What follows belongs to an exercise in optimizing a design on an open flow for small area, a short achievable clock period and few clock cycles per item; a production flow would make more cautious choices. No functional check of the RTL was part of any run shown here. Power figures rest on the tool's default switching activity, not on a simulated workload.

==> design.v <==
module anim_stream_decoder #(
    parameter NPIX = 4096
) (
    input  wire       clk,
    input  wire       rst,
    input  wire       in_valid,
    output wire       in_ready,
    input  wire [7:0] in_data,
    input  wire       in_last,
    output wire       o_valid,
    input  wire       o_ready,
    output wire [1:0] o_kind,     
    output wire [7:0] o_data,
    output wire       o_keep      
);
    localparam PW = $clog2(NPIX + 1);
    localparam K_HDR = 2'd0;
    localparam K_PAL = 2'd1;
    localparam K_PIX = 2'd2;
    localparam K_END = 2'd3;
    localparam E_OK        = 3'd0;
    localparam E_CONFIG    = 3'd1;
    localparam E_TRUNCATED = 3'd2;
    localparam E_FRAMING   = 3'd3;
    localparam E_TRAILING  = 3'd4;
    localparam S_HDR0 = 4'd0;    
    localparam S_HDR1 = 4'd1;    
    localparam S_HDR2 = 4'd2;    
    localparam S_PAL  = 4'd3;    
    localparam S_LIT  = 4'd4;    
    localparam S_RHDR = 4'd5;    
    localparam S_SAME = 4'd6;    
    localparam S_DIFF = 4'd7;    
    localparam S_FEND = 4'd8;    
    localparam S_DISC = 4'd9;    
    localparam S_END  = 4'd10;   
    localparam [PW-1:0] NPIXW = NPIX;
    reg [3:0]    state;
    reg [7:0]    q0, q1, q2;
    reg [1:0]    nq;
    reg [2:0]    off;
    reg [3:0]    offb;
    reg          last_seen;     
    reg          rdy;
    reg [7:0]    frames;        
    reg          bad;           
    reg [2:0]    bpp;           
    reg [PW-1:0] left;          
    reg [7:0]    run_left;      
    reg          overrun;       
    reg          ov;
    reg [1:0]    okind;
    reg [7:0]    odata;
    reg          okeep;
    assign o_valid  = ov;
    assign o_kind   = okind;
    assign o_data   = odata;
    assign o_keep   = okeep;
    assign in_ready = rdy;
    wire slot_free = !ov || o_ready;
    wire take      = in_valid && rdy;
    wire [15:0] win   = {q1, q0} >> off;
    wire [7:0]  f8    = win[7:0];
    wire [7:0]  pmask = 8'hff >> (4'd8 - {1'b0, bpp});
    wire [7:0]  pix   = f8 & pmask;
    wire        f8z   = (f8 == 8'd0);
    wire av8 = nq[1] || (nq[0] && off == 3'd0);
    wire avb = nq[1] || (nq[0] && (!offb[3] || offb[2:0] == 3'd0));
    wire [6:0] rlen = f8[7:1];
    wire [7:0] rn   = {rlen == 7'd0, rlen};
    wire       left_big = (left[PW-1:8] != 0);
    wire       rn_gt = !left_big && (rn > left[7:0]);
    wire       rn_eq = !left_big && (rn == left[7:0]);
    wire run_last = (run_left == 8'd1);
    wire lst_last = (left == {{(PW-1){1'b0}}, 1'b1});
    wire cfg_bad  = bad || f8z || f8[7:3] != 5'd0;
    reg pop;
    always @(*) begin
        case (state)
            S_HDR0, S_HDR1, S_HDR2, S_PAL: pop = av8 && slot_free;
            S_LIT:  pop = avb && slot_free && offb[3];
            S_DIFF: pop = avb && slot_free && offb[3] && !overrun;
            S_RHDR: pop = av8;
            S_SAME: pop = slot_free && !overrun && run_last && !lst_last && av8;
            S_FEND: pop = (off != 3'd0);
            default: pop = 1'b0;
        endcase
    end
    wire clr = (state == S_DISC) || (state == S_END);
    wire [1:0] nq_pop = nq - {1'b0, pop};
    wire [1:0] nq_nxt = clr ? 2'd0 : nq_pop + {1'b0, take};
    wire       ls_nxt = (state == S_END && slot_free) ? 1'b0 :
                        take ? in_last : last_seen;
    wire [3:0] s_after_err = last_seen ? S_END : S_DISC;
    always @(posedge clk) begin
        if (rst) begin
            state     <= S_HDR0;
            nq        <= 2'd0;
            off       <= 3'd0;
            last_seen <= 1'b0;
            rdy       <= 1'b1;
            ov        <= 1'b0;
        end else begin
            if (ov && o_ready)
                ov <= 1'b0;
            q0 <= (nq_pop == 2'd0) ? in_data : pop ? q1 : q0;
            q1 <= (nq_pop[1] == 1'b0) ? in_data : pop ? q2 : q1;
            q2 <= (nq_pop != 2'd3) ? in_data : q2;
            nq        <= nq_nxt;
            last_seen <= ls_nxt;
            rdy       <= !ls_nxt && (nq_nxt != 2'd3);
            case (state)
                S_HDR0, S_HDR1, S_HDR2: begin
                    if (av8 && slot_free) begin
                        ov    <= 1'b1;
                        okind <= K_HDR;
                        odata <= f8;
                        okeep <= 1'b0;
                        case (state)
                            S_HDR0: begin
                                frames <= f8;
                                bad    <= f8z;
                                state  <= S_HDR1;
                            end
                            S_HDR1: begin
                                bad    <= bad || f8z;
                                state  <= S_HDR2;
                            end
                            default: begin
                                left <= {{(PW-2){1'b0}}, 2'd3} << f8[2:0];
                                offb <= {1'b0, f8[2:0]};
                                if (cfg_bad) begin
                                    bpp   <= E_CONFIG;
                                    state <= s_after_err;
                                end else begin
                                    bpp   <= f8[2:0];
                                    state <= S_PAL;
                                end
                            end
                        endcase
                    end else if (!av8 && last_seen) begin
                        bpp   <= E_TRUNCATED;
                        state <= S_END;
                    end
                end
                S_PAL: begin
                    if (av8 && slot_free) begin
                        ov    <= 1'b1;
                        okind <= K_PAL;
                        odata <= f8;
                        okeep <= 1'b0;
                        left  <= left - 1'b1;
                        if (lst_last) begin
                            left  <= NPIXW;
                            state <= S_LIT;
                        end
                    end else if (!av8 && last_seen) begin
                        bpp   <= E_TRUNCATED;
                        state <= S_END;
                    end
                end
                S_LIT, S_DIFF: begin
                    if (state == S_DIFF && overrun) begin
                        bpp   <= E_FRAMING;
                        state <= s_after_err;
                    end else if (avb && slot_free) begin
                        ov       <= 1'b1;
                        okind    <= K_PIX;
                        odata    <= pix;
                        okeep    <= 1'b0;
                        off      <= offb[2:0];
                        offb     <= {1'b0, offb[2:0]} + {1'b0, bpp};
                        left     <= left - 1'b1;
                        run_left <= run_left - 8'd1;
                        if (lst_last)
                            state <= S_FEND;
                        else if (state == S_DIFF && run_last)
                            state <= S_RHDR;
                    end else if (!avb && last_seen) begin
                        bpp   <= E_TRUNCATED;
                        state <= S_END;
                    end
                end
                S_RHDR: begin
                    if (av8) begin
                        run_left <= rn;
                        overrun  <= rn_gt;
                        state    <= f8[0] ? S_DIFF : S_SAME;
                    end else if (last_seen) begin
                        bpp   <= E_TRUNCATED;
                        state <= S_END;
                    end
                end
                S_SAME: begin
                    if (overrun) begin
                        bpp   <= E_FRAMING;
                        state <= s_after_err;
                    end else if (slot_free) begin
                        ov       <= 1'b1;
                        okind    <= K_PIX;
                        odata    <= 8'd0;
                        okeep    <= 1'b1;
                        left     <= left - 1'b1;
                        run_left <= run_left - 8'd1;
                        if (lst_last) begin
                            state <= S_FEND;
                        end else if (run_last) begin
                            if (av8) begin
                                run_left <= rn;
                                overrun  <= rn_gt || rn_eq;
                                state    <= f8[0] ? S_DIFF : S_SAME;
                            end else begin
                                state <= S_RHDR;
                            end
                        end
                    end
                end
                S_FEND: begin
                    off    <= 3'd0;
                    offb   <= {1'b0, bpp};
                    frames <= frames - 8'd1;
                    left   <= NPIXW;
                    if (frames == 8'd1) begin
                        if (last_seen && nq_pop == 2'd0) begin
                            bpp   <= E_OK;
                            state <= S_END;
                        end else begin
                            bpp   <= E_TRAILING;
                            state <= s_after_err;
                        end
                    end else begin
                        state <= S_RHDR;
                    end
                end
                S_DISC: begin
                    off <= 3'd0;
                    if (last_seen)
                        state <= S_END;
                end
                S_END: begin
                    off <= 3'd0;
                    if (slot_free) begin
                        ov    <= 1'b1;
                        okind <= K_END;
                        odata <= {5'd0, bpp};
                        okeep <= 1'b0;
                        state <= S_HDR0;
                    end
                end
                default: state <= S_HDR0;
            endcase
        end
    end
endmodule
==> run.sh <==
#!/bin/bash
# synth_recipe.tcl (not shown) runs the flow's synth.tcl, then flattens the netlist and writes it again
# the make line also repeats each setting of config.mk as NAME=value (left out here)
make -C /OpenROAD-flow-scripts/flow DESIGN_CONFIG=/design/flow/config.mk WORK_HOME=/design/flow/orfs CLKGATE_MAP_FILE= SYNTH_SCRIPT=/design/flow/synth_recipe.tcl finish
==> config.mk <==
export PLATFORM = sky130hd
export DESIGN_NAME = anim_stream_decoder
export DESIGN_NICKNAME = anim_stream_decoder
export VERILOG_FILES = /design/flow/design.v
export SDC_FILE = /design/flow/constraint.sdc
export NUM_CORES = 4
export LEC_CHECK = 0
export CAP_MARGIN = 20
export CORE_MARGIN = 2
export CORE_UTILIZATION = 40
export SLEW_MARGIN = 20
==> constraint.sdc <==
create_clock -name core_clock -period 5.5 [get_ports {clk}]
set_input_delay 1.1000 -clock core_clock [delete_from_list [all_inputs] [get_ports {clk}]]
set_output_delay 1.1000 -clock core_clock [all_outputs]
set_load 0.01 [all_outputs]
==> results of run 1 <==
## cell families after synthesis
| family | after synthesis | share of synthesized area [%] |
|---|---|---|
| flip-flops | 85 | 42.1 |
| AND/OR/NAND/NOR | 199 | 17.7 |
| XOR/XNOR | 25 | 3.79 |
| adder cells (fa/ha/maj) | 26 | 5.77 |
| multiplexers | 40 | 9.97 |
| AO/OA/AOI/OAI | 145 | 15.8 |
| buffers and inverters | 66 | 4.79 |
## per-stage QoR
stage | utilization [%] | std cells | hold slack, ns | worst slack, ns
4_1_cts | 46.2 | 787 | 0.553 | 1.24
5_1_grt | 46.2 | 787 | 0.570 | 0.926
3_3_place_gp | 44.2 | 771 | 0.537 | 0.996
6_report | 46.2 | 787 | 0.548 | 1.23
2_1_floorplan | - | 586 | 0.523 | 1.42
3_5_place_dp | 44.2 | 771 | 0.533 | 0.862
## power by group
| group | internal, mW | switching, mW |
|---|---|---|
| logic | 0.727 | 0.979 |
| clock network | 0.319 | 0.273 |
| registers | 1.07 | 0.223 |
| total | 2.11 | 1.47 |
## layout make-up
class | count | area [µm²] | share of cell area (%)
repair buffers | 35 | 325 | 5.04
clock inverters | 5 | 36.3 | 0.562
well taps | 180 | 225 | 3.49
inverters | 36 | 135 | 2.09
flip-flops and latches | 85 | 2430 | 37.7
multi-input cells | 435 | 3060 | 47.4
clock buffers | 11 | 243 | 3.76
## path summary, 6_finish.rpt
kind / from / endpoint / slack (ns) / cells after the start
worst min register to register: q2[7] / q1[7] / 0.55 / 1
worst min-delay path: q2[7] / q1[7] / 0.55 / 1
worst max-delay path: o_ready / q0[3] / 1.23 / 13
worst max register to register: state[1] / q0[3] / 1.32 / 11
## metal layers
layer,wire [µm],vias up
met1,7190,2238
met4,483,0
met5,0,-
met2,6540,195
li1,-,2199
met3,950,43
## registers in the layout, summed over array words and instances (netlist names), 3 cells and up
name / count
odata: 8
offb: 4
state: 4
off: 3
left: 13
run_left: 8
frames: 8
q1: 8
q0: 8
q2: 8
bpp: 3
## cell usage after synthesis (4+ instances only)
library cell  number  area share, %
mux2_2            16            3.1
nor3_1            23            2.0
a22oi_1            5           0.65
a31oi_1            5           0.54
nor4b_1            5           0.76
inv_1             33            2.1
nand2_1           42            2.7
nor4_1             5           0.54
and2_1             7           0.76
ha_1              25            5.4
nor2b_1           11            1.2
o21ai_1            5           0.43
dfxtp_1           12            4.2
clkbuf_1          19            1.2
buf_2              8           0.69
o22ai_1           10            1.1
a21oi_1           44            3.8
mux4_2             9            3.5
o21a_1             4           0.52
edfxtp_1          73             38
xnor2_1           16            2.4
nand3_1            4           0.35
a21o_1             4           0.52
xor2_1             9            1.4
a211oi_1           7           0.91
mux2i_1            8            1.4
o21ai_0           30            2.6
or3_1              5           0.54
nand4_1            4           0.43
nor2_1            66            4.3
nand2b_1           9           0.98
## critical path: cells and delay by family
kind / cells / cell delay, ns
AO/OA/AOI/OAI: 4 / 1.30
buffers and inverters: 4 / 0.90
AND/OR/NAND/NOR: 3 / 0.62
adder cells (fa/ha/maj): 1 / 0.18
XOR/XNOR: 1 / 0.16
==> impl_metrics.tcl, run 1 <==
set metrics [dict create \
    outcome "timing/DRC/antenna clean" \
    wl_um 15200 \
    die_width_um 124 \
    cts-buffers-inserted 9 \
    layout_commonest_cell "edfxtp_1" \
    hpwl_um 11000 \
    ctsHtreeMaxLevel 3 \
    synth_seq_area_share_pct 42.1 \
    synth_warnings 1 \
    syn_nets 625 \
    layout_common_cells "73 x edfxtp_1, 66 x nor2_1, 44 x a21oi_1" \
    use_met3_pct 4.58 \
    diodes 0 \
    use_met2_pct 30.1 \
    vias_per_cell 5.94 \
    hold_viol_final 0 \
    avgRoutedWirePerCell_um 19.3 \
    drcViolationCount 0 \
    worst_slew_pin_slew_ns 1.07 \
    finalSetupTns_ns 0 \
    busiest_layer "met1" \
    dieHeight_um 124 \
    ctsHoldBuffers 0 \
    floorplan.rows 43 \
    power_density_nw_per_um2 555 \
    cp-start-kind "input pin" \
    finalCritPeriodShare_pct 77.6 \
    yosys_register_bits 85 \
    path_clk_slew_ns 0.06 \
    core_um2 14000 \
    maxSlewViolCount 0 \
    placed_area_um2 6180 \
    final.min_clock_period_ns 4.27 \
    grt_max_degree 24 \
    synth.avg_cell_area_um2 9.85 \
    ys.flop_type "edfxtp_1" \
    post_cts_resized 0 \
    ios 26 \
    cts_tree "done" \
    grt_antenna_before_repair 0 \
    grt_pass1_vias 4476 \
    postLayoutCellArea_um2 6460 \
    root_buffer "clkbuf_16" \
    fin_skew_ns 0.00502 \
    drt_iter0_markers 570 \
    cp_common_cell "buf_4" \
    hp-class "flip-flop to flip-flop" \
    peakVddDrop_mv 0.255 \
    synth_cells 586 \
    crit_required_ns 5.49 \
    finalSetupViolCount 0 \
    fill_cells 1346 \
    clkSinkCount 85 \
    layout-drive-gt1-share_pct 11.5 \
    maxCapViolations 0 \
    grt_use_total_pct 21.1 \
    globalplace.congestion 0.931 \
    max_stage_delay_ns 0.65 \
    nets 641 \
    start_util_pct 41.3 \
    port_buffers 25 \
    p_leak_nw 2.37 \
    cp_max_fo 12 \
    dr.pass1.iters 5 \
    post-cts-setup-buffer-count 0 \
    clk_path_buf_depth 2 \
    relSlewSlack_pct 27.5 \
    area_growth_pct 11.9 \
    grt_setup_unrepaired "no" \
    cp.arrival_ns 4.26 \
    critical_path_class "input pin to flip-flop" \
    crit_path_end_kind "flip-flop" \
    use_met1_pct 30.6 \
    grt_pass1_wl_um 24400 \
    ant_nets 0 \
    total_power_mw 3.59 \
    synth-edff-count 73 \
    route.vias.total 4675 \
    grt-ovfl-total 0 \
    crit_chain "clkdlybuf4s50_1 -> nand2b_1 -> o31ai_1 -> buf_4 -> nor2_1 -> a221oi_1 -> a22o_1 -> inv_1 -> ha_1 -> xnor2_1 -> buf_4 -> nand2_1 -> a21oi_1" \
    cp_slowest_cell "a21oi_1" \
    clock.fmax_mhz 234 \
    worstSkewPairLatency_ns 0.36 \
    synth_area_um2 5770 \
    async_reset_ff_share_pct 0 \
    ys_types 67 \
    fp.dieArea_um2 15400 \
]
==> run 2: changes to the inputs <==
--- a/config.mk
+++ b/config.mk
@@ -9,3 +9,4 @@
 export CORE_MARGIN = 2
 export CORE_UTILIZATION = 40
+export SETUP_SLACK_MARGIN = 3.0
 export SLEW_MARGIN = 20
==> impl_metrics.tcl, run 2 <==
set metrics [dict create \
    whs_path_depth 1 \
    crit_required_ns 5.61 \
    core_um2 14000 \
    synth.avg_cell_area_um2 9.85 \
    syn_nets 625 \
    yosys_register_bits 85 \
    clock.fmax_mhz 344 \
    dr.pass1.iters 9 \
    finalSetupTns_ns 0 \
    synth_compound_area_share_pct 15.8 \
    hold_viol_final 0 \
    fill_cells 1231 \
    start_util_pct 41.3 \
    finalCritPeriodShare_pct 52.9 \
    worstSkewPairLatency_ns 0.36 \
    top_register "left" \
    area_growth_pct 34.0 \
    route.vias.total 5116 \
    finalSetupViolCount 0 \
    netSwitchingFraction_pct 41.1 \
    die_width_um 124 \
    crit_chain "inv_1 -> nor3_1 -> a21oi_4 -> inv_2 -> nor2_4 -> nor4b_4 -> and2_4 -> ha_4 -> nand4_1 -> nor2_2 -> nor2_1 -> nand2_1 -> o21ai_1 -> nand2_1 -> o21ai_1" \
    p_comb_share_pct 57.7 \
    pwr-share-clk_pct 13.9 \
    grt-ovfl-total 0 \
    grt_pass1_vias 4938 \
    layout-drive-gt1-share_pct 30.3 \
    hpwl_um 11200 \
    dieHeight_um 124 \
    largest_register_ffs 13 \
    grt_setup_unrepaired "yes" \
    ys_types 67 \
    synth_most_common_cell "edfxtp_1" \
    synth_area_um2 5770 \
    grt_max_degree 24 \
    synth_warnings 1 \
    globalplace.congestion 0.960 \
    fp.dieArea_um2 15400 \
    drt_iter0_markers 639 \
    diodes 0 \
    drcViolationCount 0 \
    synth_seq_area_share_pct 42.1 \
    final.min_clock_period_ns 2.91 \
    fin_skew_ns 0.00762 \
    synth_largest_area_cell "edfxtp_1" \
    power.switching_mw 1.85 \
    maxCapViolations 0 \
    synthSimpleGateAreaFrac_pct 17.7 \
    synthMuxAreaShare_pct 9.97 \
    maxSlewViolCount 0 \
    hp-start "q2[5]" \
    cts_tree "done" \
    ctsHoldBuffers 0 \
    synthXorXnorAreaFrac_pct 3.79 \
    wl_um 17000 \
    worst_slew_pin_slew_ns 0.811 \
    crit_end "overrun" \
    nets 718 \
    vias_per_cell 5.92 \
    cp.arrival_ns 3.02 \
    max_stage_delay_ns 0.60 \
    startpoint "off[2]" \
    root_buffer "clkbuf_16" \
    grt_use_total_pct 22.9 \
    layout_commonest_cell "edfxtp_1" \
    r2r-end "overrun" \
    synth_cells 586 \
    outcome "timing/DRC/antenna clean" \
    path_clk_slew_ns 0.07 \
    r2r-start "off[2]" \
    netlist.area_leader.share_pct 38.0 \
    critical_path_class "flip-flop to flip-flop" \
    relSlewSlack_pct 45.9 \
    ant_nets 0 \
    grt_antenna_before_repair 0 \
    floorplan.rows 43 \
    synth_top_family_by_area "simple AND/OR/NAND/NOR gates" \
    ios 26 \
    clkSinkCount 85 \
    layout_common_cells "73 x edfxtp_1, 66 x buf_4, 60 x nor2_1" \
    p_seq_share_pct 28.4 \
    async_reset_ff_share_pct 0 \
    peakVddDrop_mv 0.382 \
    synth-edff-count 73 \
    avgRoutedWirePerCell_um 19.7 \
    crit_path_end_kind "flip-flop" \
    cts-buffers-inserted 9 \
    ys_top_cells_by_area "edfxtp_1 38%, ha_1 5.4%, nor2_1 4.3%" \
    grt_pass1_wl_um 26400 \
    ctsHtreeMaxLevel 3 \
    cp_max_fo 10 \
    r2r_cells 15 \
    port_buffers 25 \
    p_leak_nw 2.96 \
    hp-class "flip-flop to flip-flop" \
    p_int_mw 2.65 \
    clk_path_buf_depth 2 \
    rrSetupSlack_ns 2.59 \
    cp_slowest_cell "dfxtp_2" \
    synth-adder-area-share_pct 5.77 \
    ys.flop_type "edfxtp_1" \
    cp-start-kind "flip-flop" \
    fin_util_pct 55.3 \
    power_density_nw_per_um2 582 \
    synth.cells.most_frequent "73 x edfxtp_1, 66 x nor2_1, 44 x a21oi_1, 42 x nand2_1, 33 x inv_1" \
]
-- run 2: cell counts after synthesis --
Identical to the previous run, type by type.
-- run 2: layout make-up --
| cell class | count | area [µm²] | share of cell area (%) |
|---|---|---|---|
| repair buffers | 111 | 1040 | 13.4 |
| flip-flops and latches | 85 | 2450 | 31.7 |
| clock inverters | 7 | 75.1 | 0.971 |
| inverters | 36 | 148 | 1.91 |
| well taps | 180 | 225 | 2.91 |
| multi-input cells | 436 | 3570 | 46.2 |
| clock buffers | 9 | 225 | 2.91 |
-- run 2: layer usage --
layer	vias up	share of wire [%]	GRT usage (%)	wire length, µm
met5	-	0	0	0
met4	0	2.5	9.76	419
met3	47	9.1	4.90	1540
met2	273	47	36.0	7980
met1	2427	42	30.4	7100
li1	2369	-	-	-
-- run 2: through the flow --
stage	hold slack, ns	area (µm²)	std cells	power (mW)	setup WS (ns)
2_1_floorplan	0.523	5970	586	2.62	2.15
3_3_place_gp	0.536	6340	770	3.06	1.24
3_5_place_dp	0.538	6340	770	3.11	1.12
4_1_cts	0.554	7410	840	4.27	2.58
5_1_grt	0.572	7730	864	4.76	2.42
6_report	0.549	7730	864	4.50	2.59
-- run 2: how the worst min path moves through the flow --
stage	endpoint
floorplan	q0[7]
global placement	q1[7]
detailed placement	q1[5]
CTS	q1[5]
global route	q1[5]
finish	q1[5]
-- run 2: worst max-delay path: cells and delay by family (launching register included) --
family | cells | cell delay, ns
compound gates | 3 | 0.20
fa+ha+maj | 1 | 0.26
buf+inv | 2 | 0.42
flops | 1 | 0.60
simple gates | 9 | 1.17
-- run 2: power by group through the flow --
| stage | clock (mW) | combinational [mW] | sequential (mW) |
|---|---|---|---|
| global route | 0.664 | 2.80 | 1.30 |
| finish | 0.626 | 2.60 | 1.28 |
| global placement | 0 | 1.79 | 1.27 |
| detailed placement | 0 | 1.83 | 1.28 |
| CTS | 0.636 | 2.36 | 1.27 |
| floorplan | 0 | 1.41 | 1.21 |
-- run 2: logic make-up (layout without fill, tap and decap cells) --
kind of cell	Yosys count	count (layout)
and+or+nand+nor	199	200
adders and majority gates	26	26
DFF	85	85
xor gates and xnor gates	25	25
AOI/OAI and AO/OA	145	145
buffers and inverters	66	163
muxes	40	40
-- run 2: what timing repair did --
action / CTS / global route
pin swaps: 23 / 20
gates cloned: 2 / 0
setup endpoints to repair: 128 / 103
resized for setup: 84 / 22
setup buffers: 52 / 24

-- port drivers added, routing unchanged --
The results above use ideal ports. As a check the final layouts listed here were re-extracted and re-timed, cells and wires unchanged.
Step 1 sets driving cells, clkbuf_16 on the clock port and buf_2 on the other inputs (assumed; they add their load-dependent delay and slew).
Step 2 also shifts input and output timing later by t, the mid clock arrival at the registers, as if the neighbouring blocks saw the same clock.
a / b / c = no drivers / after step 1 / after step 2; a / b = the first two.
run	t (ns)	setup WS [ns]	worst slew at a driven data input, ns
run 1	0.397	1.229 / 1.249 / 0.852	0.03
run 2	0.401	2.593 / 2.593 / 2.277	0.04
After both steps setup and hold are still met in every run listed. The setup slack of run 1, which loses most, moves by +0.020 ns with the drivers and by -0.377 ns with both steps.
